This is an optimization exercise on Yosys and OpenROAD, whose aim is small area, not a production implementation. Function was checked by simulation only, so behaviour that the tests miss may differ from the original. Power and IR drop assume default switching activity.

### flow/design.v
module prt_agc (
    input  wire        clk,
    input  wire        rst,
    input  wire        bus_valid,
    input  wire        bus_wr,
    input  wire [7:0]  bus_addr,
    input  wire [31:0] bus_wdata,
    output reg  [31:0] bus_rdata,
    output wire        mem_req,
    output wire        mem_we,
    output wire [31:0] mem_addr,
    output wire [1:0]  mem_size,
    output wire [31:0] mem_wdata,
    input  wire        mem_ack,
    input  wire [31:0] mem_rdata,
    input  wire        cad_tick,
    input  wire        agc_tick,
    input  wire        cmp_in,
    output wire [5:0]  vref_code,
    output wire        ind_out,
    output wire        irq
);
    localparam [5:0] THR_RESET = 6'd32;
    localparam [5:0] THR_MAX   = 6'd63;
    localparam [7:0] A_TX_SRC     = 8'h00;
    localparam [7:0] A_TX_DST     = 8'h04;
    localparam [7:0] A_TX_CFG     = 8'h08;
    localparam [7:0] A_TX_COUNT   = 8'h0C;
    localparam [7:0] A_TX_WRAP    = 8'h10;
    localparam [7:0] A_TX_CMD     = 8'h14;
    localparam [7:0] A_TX_STATUS  = 8'h18;
    localparam [7:0] A_TX_POS     = 8'h1C;
    localparam [7:0] A_CAD_TOP    = 8'h20;
    localparam [7:0] A_CAD_CNT    = 8'h24;
    localparam [7:0] A_AGC_CTRL   = 8'h28;
    localparam [7:0] A_AGC_TOP    = 8'h2C;
    localparam [7:0] A_AGC_CNT    = 8'h30;
    localparam [7:0] A_AGC_THR    = 8'h34;
    localparam [7:0] A_AGC_STATUS = 8'h38;
    localparam [7:0] A_IF         = 8'h3C;
    localparam [7:0] A_IEN        = 8'h40;
    localparam [7:0] A_ERR        = 8'h44;
    localparam E_CFG = 0, E_REARM = 1, E_BUSYWR = 2, E_ORDER = 3,
               E_OVR = 4, E_CMD = 5, E_THRWR = 6;
    reg [31:0] tx_src, tx_dst, tx_count, tx_wrap;
    reg [1:0]  cfg_size;
    reg        cfg_exh;
    reg        armed, run, done, req, phase_wr, idle_pend;
    reg [31:0] off;
    reg [31:0] latch;           
    reg [31:0] cad_top, cad_cnt;
    reg        agc_en, agc_idle;
    reg [31:0] agc_top, agc_cnt;
    reg [5:0]  thr;
    reg        st_cmp, st_ind, st_mism;
    reg        if_done, if_tick, ien_done, ien_tick;
    reg [6:0]  err;
    wire [2:0]  w_bytes  = (cfg_size == 2'd0) ? 3'd1 :
                           (cfg_size == 2'd1) ? 3'd2 : 3'd4;
    wire [31:0] w_mask   = (cfg_size == 2'd0) ? 32'h0000_00FF :
                           (cfg_size == 2'd1) ? 32'h0000_FFFF : 32'hFFFF_FFFF;
    wire eng_write = phase_wr;
    wire eng_idle  = !phase_wr && idle_pend;
    wire eng_fetch = !phase_wr && !idle_pend && req && armed && !done;
    assign mem_req   = eng_write || eng_idle || eng_fetch;
    assign mem_we    = eng_write || eng_idle;
    assign mem_addr  = eng_fetch ? (tx_src + off) : tx_dst;
    assign mem_size  = cfg_size;
    assign mem_wdata = eng_write ? (latch & w_mask) : 32'd0;
    wire fetch_go = eng_fetch && mem_ack;
    wire write_go = eng_write && mem_ack;
    wire idle_go  = eng_idle  && mem_ack;
    wire [31:0] off_inc   = off + {29'd0, w_bytes};
    wire [31:0] off_next  = (off_inc == tx_wrap) ? 32'd0 : off_inc;
    wire [31:0] count_dec = tx_count - 32'd1;
    wire        exhaust   = write_go && (count_dec == 32'd0) && !cfg_exh;
    wire run_e  = run && !exhaust;
    wire done_e = done || exhaust;
    wire req_e  = req && !fetch_go && !exhaust;
    wire cad_step   = cad_tick && run_e;
    wire cad_expire = cad_step && (cad_cnt == 32'd0);
    wire cad_req    = cad_expire && armed && !done_e;
    wire cad_ovr    = cad_req && req_e;
    wire agc_step = agc_tick && agc_en;
    wire agc_fire = agc_step && (agc_cnt == 32'd0);
    wire agc_mism = (cmp_in != agc_idle);
    wire [5:0] thr_up   = (thr == THR_MAX) ? THR_MAX : thr + 6'd1;
    wire [5:0] thr_down = (thr == 6'd0)    ? 6'd0    : thr - 6'd1;
    wire host_wr = bus_valid && bus_wr;
    wire host_rd = bus_valid && !bus_wr;
    wire [2:0] cmd       = bus_wdata[2:0];
    wire       wr_cmd    = host_wr && (bus_addr == A_TX_CMD);
    wire       cmd_arm   = wr_cmd && (cmd == 3'b001);
    wire       cmd_start = wr_cmd && (cmd == 3'b010);
    wire       cmd_stop  = wr_cmd && (cmd == 3'b100);
    wire       cmd_bad   = wr_cmd && (cmd == 3'b011 || cmd == 3'b101 ||
                                      cmd == 3'b110 || cmd == 3'b111);
    wire wr_locked = host_wr && (bus_addr == A_TX_SRC  || bus_addr == A_TX_DST ||
                                 bus_addr == A_TX_CFG  || bus_addr == A_TX_COUNT ||
                                 bus_addr == A_TX_WRAP);
    reg cfg_valid;
    always @(*) begin
        case (cfg_size)
            2'd0: cfg_valid = (tx_wrap != 32'd0);
            2'd1: cfg_valid = (tx_src[0] == 1'b0) && (tx_dst[0] == 1'b0) &&
                              (tx_wrap != 32'd0) && (tx_wrap[0] == 1'b0);
            2'd2: cfg_valid = (tx_src[1:0] == 2'b00) && (tx_dst[1:0] == 2'b00) &&
                              (tx_wrap != 32'd0) && (tx_wrap[1:0] == 2'b00);
            default: cfg_valid = 1'b0;
        endcase
        if (!cfg_exh && tx_count == 32'd0)
            cfg_valid = 1'b0;
    end
    wire busy = phase_wr || idle_pend;
    reg [31:0] rd_val;
    always @(*) begin
        case (bus_addr)
            A_TX_SRC:     rd_val = tx_src;
            A_TX_DST:     rd_val = tx_dst;
            A_TX_CFG:     rd_val = {29'd0, cfg_exh, cfg_size};
            A_TX_COUNT:   rd_val = tx_count;
            A_TX_WRAP:    rd_val = tx_wrap;
            A_TX_CMD:     rd_val = 32'd0;
            A_TX_STATUS:  rd_val = {27'd0, req, done, busy, run, armed};
            A_TX_POS:     rd_val = off;
            A_CAD_TOP:    rd_val = cad_top;
            A_CAD_CNT:    rd_val = cad_cnt;
            A_AGC_CTRL:   rd_val = {30'd0, agc_idle, agc_en};
            A_AGC_TOP:    rd_val = agc_top;
            A_AGC_CNT:    rd_val = agc_cnt;
            A_AGC_THR:    rd_val = {26'd0, thr};
            A_AGC_STATUS: rd_val = {29'd0, st_mism, st_ind, st_cmp};
            A_IF:         rd_val = {30'd0, if_tick, if_done};
            A_IEN:        rd_val = {30'd0, ien_tick, ien_done};
            A_ERR:        rd_val = {25'd0, err};
            default:      rd_val = 32'd0;
        endcase
    end
    always @(posedge clk) begin
        if (rst)
            bus_rdata <= 32'd0;
        else if (host_rd)
            bus_rdata <= rd_val;
    end
    always @(posedge clk) begin
        if (fetch_go)
            latch <= mem_rdata;
    end
    always @(posedge clk) begin
        if (rst) begin
            tx_src    <= 32'd0;
            tx_dst    <= 32'd0;
            tx_count  <= 32'd0;
            tx_wrap   <= 32'd0;
            cfg_size  <= 2'd0;
            cfg_exh   <= 1'b0;
            armed     <= 1'b0;
            run       <= 1'b0;
            done      <= 1'b0;
            req       <= 1'b0;
            phase_wr  <= 1'b0;
            idle_pend <= 1'b0;
            off       <= 32'd0;
            cad_top   <= 32'd0;
            cad_cnt   <= 32'd0;
            agc_en    <= 1'b0;
            agc_idle  <= 1'b0;
            agc_top   <= 32'd0;
            agc_cnt   <= 32'd0;
            thr       <= THR_RESET;
            st_cmp    <= 1'b0;
            st_ind    <= 1'b0;
            st_mism   <= 1'b0;
            if_done   <= 1'b0;
            if_tick   <= 1'b0;
            ien_done  <= 1'b0;
            ien_tick  <= 1'b0;
            err       <= 7'd0;
        end else begin
            if (fetch_go) begin
                req      <= 1'b0;
                phase_wr <= 1'b1;
            end
            if (write_go) begin
                phase_wr <= 1'b0;
                off      <= off_next;
                tx_count <= count_dec;
                if (exhaust) begin
                    done      <= 1'b1;
                    run       <= 1'b0;
                    req       <= 1'b0;
                    idle_pend <= 1'b1;
                    if_done   <= 1'b1;
                end
            end
            if (idle_go)
                idle_pend <= 1'b0;
            if (cad_step) begin
                if (cad_cnt == 32'd0)
                    cad_cnt <= cad_top;
                else
                    cad_cnt <= cad_cnt - 32'd1;
            end
            if (cad_ovr)
                err[E_OVR] <= 1'b1;
            else if (cad_req)
                req <= 1'b1;
            if (agc_step) begin
                if (agc_cnt == 32'd0)
                    agc_cnt <= agc_top;
                else
                    agc_cnt <= agc_cnt - 32'd1;
            end
            if (agc_fire) begin
                thr     <= agc_mism ? thr_up : thr_down;
                st_ind  <= !st_ind;
                st_cmp  <= cmp_in;
                st_mism <= agc_mism;
                if_tick <= 1'b1;
            end
            if (wr_locked && armed) begin
                err[E_BUSYWR] <= 1'b1;
            end else if (wr_locked) begin
                case (bus_addr)
                    A_TX_SRC:   tx_src   <= bus_wdata;
                    A_TX_DST:   tx_dst   <= bus_wdata;
                    A_TX_CFG:   begin
                                    cfg_size <= bus_wdata[1:0];
                                    cfg_exh  <= bus_wdata[2];
                                end
                    A_TX_COUNT: tx_count <= bus_wdata;
                    default:    tx_wrap  <= bus_wdata;
                endcase
            end
            if (cmd_arm) begin
                if (armed)
                    err[E_REARM] <= 1'b1;
                else if (!cfg_valid)
                    err[E_CFG] <= 1'b1;
                else begin
                    armed     <= 1'b1;
                    done      <= 1'b0;
                    off       <= 32'd0;
                    req       <= 1'b0;
                    idle_pend <= 1'b1;
                end
            end
            if (cmd_start) begin
                if (!armed)
                    err[E_ORDER] <= 1'b1;
                else begin
                    cad_cnt <= cad_top;
                    run     <= 1'b1;
                end
            end
            if (cmd_stop) begin
                run <= 1'b0;
                req <= 1'b0;
                if (armed)
                    idle_pend <= 1'b1;
            end
            if (cmd_bad)
                err[E_CMD] <= 1'b1;
            if (host_wr && bus_addr == A_CAD_TOP)
                cad_top <= bus_wdata;
            if (host_wr && bus_addr == A_AGC_TOP)
                agc_top <= bus_wdata;
            if (host_wr && bus_addr == A_AGC_CTRL) begin
                agc_idle <= bus_wdata[1];
                agc_en   <= bus_wdata[0];
                if (!agc_en && bus_wdata[0])
                    agc_cnt <= agc_top;
            end
            if (host_wr && bus_addr == A_AGC_THR) begin
                if (agc_en)
                    err[E_THRWR] <= 1'b1;
                else
                    thr <= bus_wdata[5:0];    
            end
            if (host_wr && bus_addr == A_IF) begin
                if (bus_wdata[0]) if_done <= 1'b0;
                if (bus_wdata[1]) if_tick <= 1'b0;
            end
            if (host_wr && bus_addr == A_IEN) begin
                ien_done <= bus_wdata[0];
                ien_tick <= bus_wdata[1];
            end
        end
    end
    assign vref_code = thr;
    assign ind_out   = st_ind;
    assign irq       = (if_done && ien_done) || (if_tick && ien_tick);
endmodule
### flow/run.sh
#!/bin/bash
# synth_recipe.tcl (not shown) runs the flow's synth.tcl, then flattens the netlist and writes it again
# the make line also repeats each setting of config.mk as NAME=value (left out here)
make -C /OpenROAD-flow-scripts/flow DESIGN_CONFIG=/design/flow/config.mk WORK_HOME=/design/flow/orfs CLKGATE_MAP_FILE= SYNTH_SCRIPT=/design/flow/synth_recipe.tcl finish
### flow/config.mk
export PLATFORM = sky130hd
export DESIGN_NAME = prt_agc
export DESIGN_NICKNAME = prt_agc
export VERILOG_FILES = /design/flow/design.v
export SDC_FILE = /design/flow/constraint.sdc
export NUM_CORES = 4
export LEC_CHECK = 0
export CAP_MARGIN = 20
export CORE_MARGIN = 2
export CORE_UTILIZATION = 40
export SLEW_MARGIN = 20
### flow/constraint.sdc
create_clock -name core_clock -period 10.0 [get_ports {clk}]
set_input_delay 2.0000 -clock core_clock [delete_from_list [all_inputs] [get_ports {clk}]]
set_output_delay 2.0000 -clock core_clock [all_outputs]
set_load 0.01 [all_outputs]
==> flow_summary.ini <==
[place]
dp_hpwl_mm = 66.9
dp.cells = 3531
place_area_um2 = 24000
io_buffers = 187
place.gp.congestion = 0.946

[hold_path]
worst_hold_path_type = reg -> reg

[synthesis]
syn_area_um2 = 21800
avgSynthCellArea_um2 = 7.70
yosys_warnings = 1
synthAdderAreaFrac_pct = 2.70
yosys_register_bits = 383
async_flop_share_pct = 0
synth_seq_area_share_pct = 36.7
synth_xor_area_share_pct = 6.16
synth_top_family_by_area = simple AND/OR/NAND/NOR gates
muxShareOfSynthArea_pct = 0.328
yosys.area_share.simple_pct = 26.4
synth_edf_count = 32
netlist-cell-type-count = 91
synth_fp_nets = 2951
netlist_instances = 2826
yosys.area.top_type = dfxtp_1
synth_compound_area_share_pct = 23.2
synth_top_area_share_pct = 32.3
synth_area_leaders = dfxtp_1 32%, nand2_1 8.9%, a21oi_1 6.9%, edfxtp_1 4.4%, nor2_1 4.3%
synthFlopType = dfxtp_1

[drt]
topRoutingLayerUsed = met4
wl_met1_mm = 37.0
wl_mm = 92.5
drc = 0
drt_iter0_drc = 2449
routed_via_density = 6.22
first_pass_iters = 7
wl_met2_mm = 42.4
num_vias = 22500
wl_met3_mm = 6.55
wire_per_inst_um = 25.6
postRouteAntennaNets = 0

[setup_path]
end_kind = output pin
start_kind = flip-flop
required_ns = 8.00
path_class = reg -> out
crit_path_max_fanout = 10
arrival_ns = 4.85

[cells_and_area]
fin_area_um2 = 25500
layout-drive-gt1-share_pct = 5.90
syn_to_final_growth_pct = 17.1
fillCellCount = 5331
layout.cells.non_filler = 3613
final_common_cell = nand2_1
final_cell_mix = 515 x nand2_1, 351 x dfxtp_1, 300 x a21oi_1, 242 x nor2_1, 186 x clkdlybuf4s50_1
nNetsFinal = 3007
antennaDiodeCount = 0

[sta]
setup_viol = 0
drv_slew = 0
grt_setup_unrepaired = no
tns_ns = 0
timing.final.crit_share_pct = 68.5
fmax_ghz = 0.146
finClkSkew_ns = 0.0203
worst_slew_pin_slew_ns = 1.07
hold_viol = 0
period_needed_ns = 6.85
slew_headroom_pct = 28.7

[global_route]
grt_use_total_pct = 31.9
grt_pass1_vias = 20900
grt_pass1_wl_mm = 136
grt_max_degree = 144
grt-ovfl-total = 0
antenna_found_initial = 1

[clock_tree]
holdBufCountCts = 0
numCtsBuffers = 45
cts_tree = yes
clock_path_buffers = 3
path_clk_slew_ns = 0.06
h-tree-depth = 2
postCtsSetupBuffers = 0
clk_latency_ns = 0.59
cts_repair_resize_count = 0
tritoncts_num_sinks = 383
root_buffer = clkbuf_16

[run_status]
status = no timing/DRC/antenna violations

[floorplan]
die_w_um = 237
io_pins = 188
core_region_area_um2 = 53800
placementRows = 85
die-area_um2 = 56300
start_util_pct = 40.4
die_h_um = 237

[power_and_ir_drop]
ir_drop_mv = 0.114
powerDensity_nw_per_um2 = 132
power.leakage_nw = 8.80

[run]
drv_cap = 0
[power by group]
| part | internal (mW) | total, mW | switching, mW | leakage [nW] |
|---|---|---|---|---|
| sequential | 1.55 | 1.55 | 0.00408 | 3.11 |
| clock | 0.990 | 1.70 | 0.711 | 0.731 |
| combinational | 0.0390 | 0.123 | 0.0843 | 4.95 |
[worst paths after layout]
| check | from | to | slack (ns) | depth (start not counted) |
|---|---|---|---|---|
| max reg2reg | cfg_size[0]$_SDFFE_PP0P_ | off[13]$_SDFF_PP0_ | 5.07 | 10 |
| max | off[4]$_SDFF_PP0_ | mem_addr[29] | 3.15 | 11 |
| min reg2reg | agc_top[13]$_SDFFE_PP0P_ | agc_top[13]$_SDFFE_PP0P_ | 0.47 | 2 |
| min | agc_top[13]$_SDFFE_PP0P_ | agc_top[13]$_SDFFE_PP0P_ | 0.47 | 2 |
[state kept, by name, indices dropped and copies added, names as in the netlist, 2 cells and up]
| register | count |
|---|---|
| agc_cnt | 32 |
| bus_rdata | 32 |
| tx_src | 32 |
| cfg_size | 2 |
| latch | 32 |
| err | 7 |
| agc_top | 32 |
| cad_cnt | 32 |
| tx_dst | 32 |
| tx_count | 32 |
| off | 32 |
| thr | 6 |
| tx_wrap | 32 |
| cad_top | 32 |
[synthesized netlist by cell type (30+ instances only)]
cell type and number:
xor2_1 62, xnor2_1 91, ha_1 43, and3_1 30, and2_1 31, edfxtp_1 32
inv_1 34, nand2_1 518, dfxtp_1 351, nand3_1 91, o21ai_0 90, nor2_1 252
clkbuf_1 180, a21oi_1 302, a211oi_1 75, nor4_1 41, nand4_1 44, a22oi_1 64
a221oi_1 38, a222oi_1 39, nor3_1 82
[logic make-up (layout without fill, tap and decap cells)]
group,after synthesis,count (layout)
adder cells (fa/ha/maj),46,46
AND/OR/NAND/NOR,1227,1227
multiplexers,7,7
AO/OA/AOI/OAI,769,769
XOR/XNOR,153,153
buffers and inverters,241,332
flip-flops,383,383
[final cells by class]
class | instances | area [um2] | share of cell area [%]
Sequential cell | 383 | 7990 | 31.4
Clock inverter | 15 | 145 | 0.570
Multi-Input combinational cell | 2202 | 12900 | 50.6
Inverter | 34 | 128 | 0.501
Clock buffer | 67 | 1350 | 5.31
Timing Repair Buffer | 216 | 2090 | 8.22
Tap cell | 696 | 871 | 3.42
[layer usage]
layer / track usage (%) / vias up
met4: 20.4 / 0
met1: 39.4 / 10800
met2: 51.9 / 1119
met3: 4.84 / 265
met5: 0 / -
li1: - / 10300
[worst max-delay path, cell delays in order, from the launching register on]
cell and delay [ns]:
dfxtp_1 0.54, ha_1 0.36, and3_1 0.20, a221oi_1 0.52, o32ai_1 0.21, o31ai_1 0.63
a31oi_1 0.29, nand3_1 0.21, a21boi_0 0.16, or4_1 0.50, nand3_1 0.10, clkdlybuf4s50_1 0.54
[metrics by stage]
| step | power, mW | util [%] | hold WS, ns | worst slack (ns) |
|---|---|---|---|---|
| after floorplan | 1.63 | - | 0.436 | 5.24 |
| after global placement | 1.70 | 44.5 | 0.453 | 3.87 |
| after detailed placement | 1.70 | 44.5 | 0.462 | 3.74 |
| after CTS | 3.38 | 47.3 | 0.472 | 3.19 |
| after global routing | 3.45 | 47.3 | 0.487 | 2.85 |
| final | 3.37 | 47.3 | 0.473 | 3.15 |

## what the ideal ports hide
Ports are ideal in the flow. The routed layout listed here was re-timed in OpenROAD.
Step 1 (the two cells are an assumption about what drives the block):
set clk [get_ports {clk}]
set_driving_cell -lib_cell sky130_fd_sc_hd__clkbuf_16 $clk
set_driving_cell -lib_cell sky130_fd_sc_hd__buf_2 [delete_from_list [all_inputs] $clk]
Step 2 moves the port delays by t, midway between the first and last clock arrival at a register: inputs arrive t later, outputs are due t later. That takes back most of the time a late clock gives input paths.
Slacks: no drivers / after step 1 / after step 2; pairs: no drivers / after step 1.
t (ns): 0.638
setup WS [ns]: 3.149 / 3.092 / 3.730
pins driven straight from the clock port: 1
After both steps setup and hold are still met in this run. For this run, drivers alone change the setup slack by -0.057 ns; drivers and shift together by +0.581 ns.
